What follows belongs to an exercise in optimizing a design on an open flow for small area, a short achievable clock period and few clock cycles; a production flow would make more cautious choices.
Function was checked by simulation only, so behaviour that the tests miss may differ from the original.
Power figures rest on the tool's default switching activity, not on a simulated workload.

==> 08-25: inputs <==
## cwt_enc
module cwt_enc (
    input  wire         clk,
    input  wire         rst,
    input  wire         cmd_valid,
    output wire         cmd_ready,
    input  wire [3:0]   cmd_op,
    input  wire         cmd_chan,
    input  wire         cmd_part,
    input  wire [255:0] cmd_data,
    output reg          rsp_valid,
    output reg  [63:0]  rsp_result,
    output reg  [2:0]   rsp_fault,
    output reg  [5:0]   rsp_len,
    output reg  [255:0] rsp_bytes
);
clock: 9.0 ns
lec_check: 0
abc_clock_period_in_ps: 3500
cap_margin: 20
core_margin: 2
core_utilization: 45
setup_slack_margin: 5
slew_margin: 20
run.sh (not shown) runs the stock make flow with config.mk's settings and CLKGATE_MAP_FILE= SYNTH_SCRIPT=/design/flow/synth_recipe.tcl, a recipe that flattens the netlist after the stock synthesis.
==> 11-11: changes against 08-25 <==
--- a/flow/design.v
+++ b/flow/design.v
@@ -1092,22 +1092,20 @@
                     default: begin len = 6'd4; fk = 6'b000100; end
                 endcase
             end
         end
     end
     wire s_two = is_encrec & (fmt == 2'd0);
-    wire s16   = is_encrec & (fmt == 2'd3);
     wire s12   = is_encrec & (fmt == 2'd2);
     wire s8    = (is_encrec & (fmt == 2'd1)) | (is_encv & (fmt == 2'd0));
     wire s4    = is_encv & ((fmt == 2'd3) | ((fmt == 2'd2) & part));
     wire s2    = is_encv & ((fmt == 2'd1) | ((fmt == 2'd2) & ~part));
     reg [127:0] bytes_hi;
     always @* begin
         bytes_hi = 128'd0;
         if (s_two)                    bytes_hi = w[255:128];
-        else if (s16)                 bytes_hi = {f3, f2, f1, f0};
         else if (s12)                 bytes_hi[127:32] = {f3, q2, f1, q0};
         else if (s8)                  bytes_hi[127:64] = lay_raw ? w[63:0] : {q3, q2, q1, q0};
         else if (s4)                  bytes_hi[127:96] = f0;
         else if (s2)                  bytes_hi[127:112] = q0;
         else                          bytes_hi[127:120] = w[7:0];
     end
@@ -1115,43 +1113,49 @@
                                 : {1'b0, c0 & (is_qnt | i16_v) & ~chan};
     wire [1:0] inc1 = is_encrec ? ({1'b0, c2 & i16_re} + {1'b0, c3 & i16_im})
                                 : {1'b0, c0 & (is_qnt | i16_v) & chan};
     reg  [1:0] r_inc0, r_inc1;
     wire [31:0] clip0_n = add02(clip0, r_inc0);
     wire [31:0] clip1_n = add02(clip1, r_inc1);
+    function [30:0] inc31(input [30:0] x, input c);
+        integer i;
+        begin
+            for (i = 0; i < 31; i = i + 1)
+                inc31[i] = x[i] ^ (c & ((x & ((31'd1 << i) - 31'd1)) == ((31'd1 << i) - 31'd1)));
+        end
+    endfunction
     function [31:0] inc32(input [31:0] x);
         integer i;
         begin
             for (i = 0; i < 32; i = i + 1)
                 inc32[i] = x[i] ^ ((x & ((32'd1 << i) - 32'd1)) == ((32'd1 << i) - 32'd1));
         end
     endfunction
     function [31:0] add02(input [31:0] x, input [1:0] a);
         begin
-            if (a[1])      add02 = {inc32({1'b0, x[31:1]}), x[0]};
-            else if (a[0]) add02 = inc32(x);
-            else           add02 = x;
+            add02 = {inc31(x[31:1], a[1] | (a[0] & x[0])), x[0] ^ a[0]};
         end
     endfunction
     reg [5:0]  r_fk;        
     reg        r_two;       
+    reg        r_lo;        
     reg        r_hs;        
     reg        crcf_pend;   
     reg        crcv_pend;
     reg [127:0] fm;
     reg [31:0]  post;
     always @* begin
-        fm = (rsp_bytes[127:0] & {128{r_two}}) | (rsp_bytes[255:128] & {128{r_hs}});
+        fm = (rsp_bytes[127:0] & {128{r_lo}}) | (rsp_bytes[255:128] & {128{r_hs}});
         if (r_fk[5])           fm[31:0]    = fm[31:0]    ^ crc;
         if (r_fk[4])           fm[63:32]   = fm[63:32]   ^ crc;
         if (r_fk[3])           fm[95:64]   = fm[95:64]   ^ crc;
         if (r_fk[2])           fm[127:96]  = fm[127:96]  ^ crc;
         if (r_fk[1])           fm[127:112] = fm[127:112] ^ crc[15:0];
         if (r_fk[0])           fm[127:120] = fm[127:120] ^ crc[7:0];
         post = r_fk[1] ? {16'd0, crc[31:16]} : r_fk[0] ? {8'd0, crc[31:8]} :
-               (r_two | r_hs) ? 32'd0 : crc;
+               (r_lo | r_hs) ? 32'd0 : crc;
     end
     wire [31:0] fold;
     cwt_crc16 u_crc (.m(fm), .c(fold));
     wire [31:0] crc_next = fold ^ post;
     wire crcv_eq = (~crc == rsp_result[31:0]);
     reg [63:0] result;
@@ -1175,18 +1179,19 @@
             rsp_len    <= 6'd0;
         end else begin
             rsp_result <= result;
             rsp_fault  <= fault;
             rsp_len    <= len;
         end
-        rsp_bytes[127:0] <= bytes_lo;
-        if (m_v) rsp_bytes[255:128] <= bytes_hi;
+        rsp_bytes[127:0]   <= r_two ? rsp_bytes[255:128] : bytes_lo;
+        rsp_bytes[255:128] <= bytes_hi;
         if (rst) begin
             rsp_valid <= 1'b0;
             r_fk      <= 6'd0;
             r_two     <= 1'b0;
+            r_lo      <= 1'b0;
             r_hs      <= 1'b0;
             crcf_pend <= 1'b0;
             crcv_pend <= 1'b0;
             r_inc0    <= 2'd0;
             r_inc1    <= 2'd0;
             crc       <= 32'hFFFFFFFF;
@@ -1197,13 +1202,14 @@
         end else begin
             rsp_valid <= (m_v & ~is_crcf & ~is_crcv) | crcf_pend | crcv_pend;
             crcf_pend <= m_v & is_crcf;
             crcv_pend <= m_v & is_crcv;
             r_fk      <= (m_v ? fk : 6'd0) | {r_two, 5'd0};
             r_two     <= m_v & two;
-            r_hs      <= (m_v & (|fk) & ~two) | r_two;
+            r_lo      <= (m_v & fk[5]) | r_two;
+            r_hs      <= m_v & (|fk[4:0]);
             r_inc0    <= (m_v & ok & uses_enc) ? inc0 : 2'd0;
             r_inc1    <= (m_v & ok & uses_enc) ? inc1 : 2'd0;
             crc       <= crc_next;
             clip0     <= clip0_n;
             clip1     <= clip1_n;
             if (crcv_pend & ~crcv_eq) integrity <= 1'b1;
Settings changed: CAP_MARGIN 20 to 30, SLEW_MARGIN 20 to 30.
==> comparison <==
- Of 08-25 and 11-11, 11-11 has the higher non-clock buffer count (gap 45).
- Between 08-25 and 11-11, the lower count of clock-buffer cells in the layout is in 11-11 (gap 3).
- Of 08-25 and 11-11, 08-25 has the higher combinational power (gap about 16%, measured against 11-11).
- In 08-25 the critical path depth is higher than in 11-11, by 1.
- Against 08-25, the setup slack of 11-11 is worse by 0.078 ns.
- Between 11-11 and 08-25, the lower clock skew is in 08-25 (gap 0.025 ns).
- In 11-11 the sequential power is smaller than in 08-25, by about 1%.
- Of 11-11 and 08-25, 08-25 has the higher final cell count (gap 0.30%, measured against 08-25).
==> figures <==
	08-25	11-11
Status	no timing/DRC/antenna violations	no timing/DRC/antenna violations
Netlist area before placement	54,300 um2	53,700 um2
Multiplexer fraction of the synthesized cell area	0.0540	0.0536
Synth top area share	0.216	0.266
Worst-case setup margin in the final layout	4.80 ns	4.72 ns
Placed instance count	8,306	8,230
Worst setup path end	crc[12]$_SDFF_PP1_	rsp_bytes[252]$_DFF_P_
Sequential portion of the cell area	0.229	0.212
Number of buffers created by CTS	77	81
Leakage power	24.7 nW	24.6 nW
Post-synthesis sequential area ratio	0.286	0.266
Final Total Pwr	10.9 mW	10.6 mW
Number of enable flip-flop cells after synthesis	128	0
Count of inverters not on the clock network in the layout	67	92
Area occupied by registers	15,600 um2	14,400 um2
Worst reg-to-reg path cell count	11	10
Overall die area	123,000 um2	122,000 um2
Width of the die	351 um	349 um
Testbench counts of 08-25, summed over its fixed seeds: cycles 7,800.
Testbench counts of 11-11, summed over its fixed seeds: cycles 7,800.

## port drivers added, routing unchanged
No port has a modelled driver above. Below, the same layouts with a new extraction and two added sets of constraints. Step 1, drivers: a clkbuf_16 drives clk and a buf_2 each remaining input, both assumed. Step 2, shift: input delay + t, output delay - t, t = (earliest + latest rising clock arrival at the registers) / 2. This alone moves slack from input paths to output paths. Slacks: no drivers / after step 1 / after step 2; pairs: no drivers / after step 1.
run | t (ns) | slack for setup (ns) | worst slew at a driven data input, ns
08-25 | 0.791 | 4.797 / 4.797 / 4.170 | 0.10
11-11 | 0.793 | 4.719 / 4.719 / 4.243 | 0.15
After both steps every run listed still meets setup and hold. The setup slack of 08-25, which loses most, moves by 0.000 ns with the drivers and by -0.627 ns with both steps.
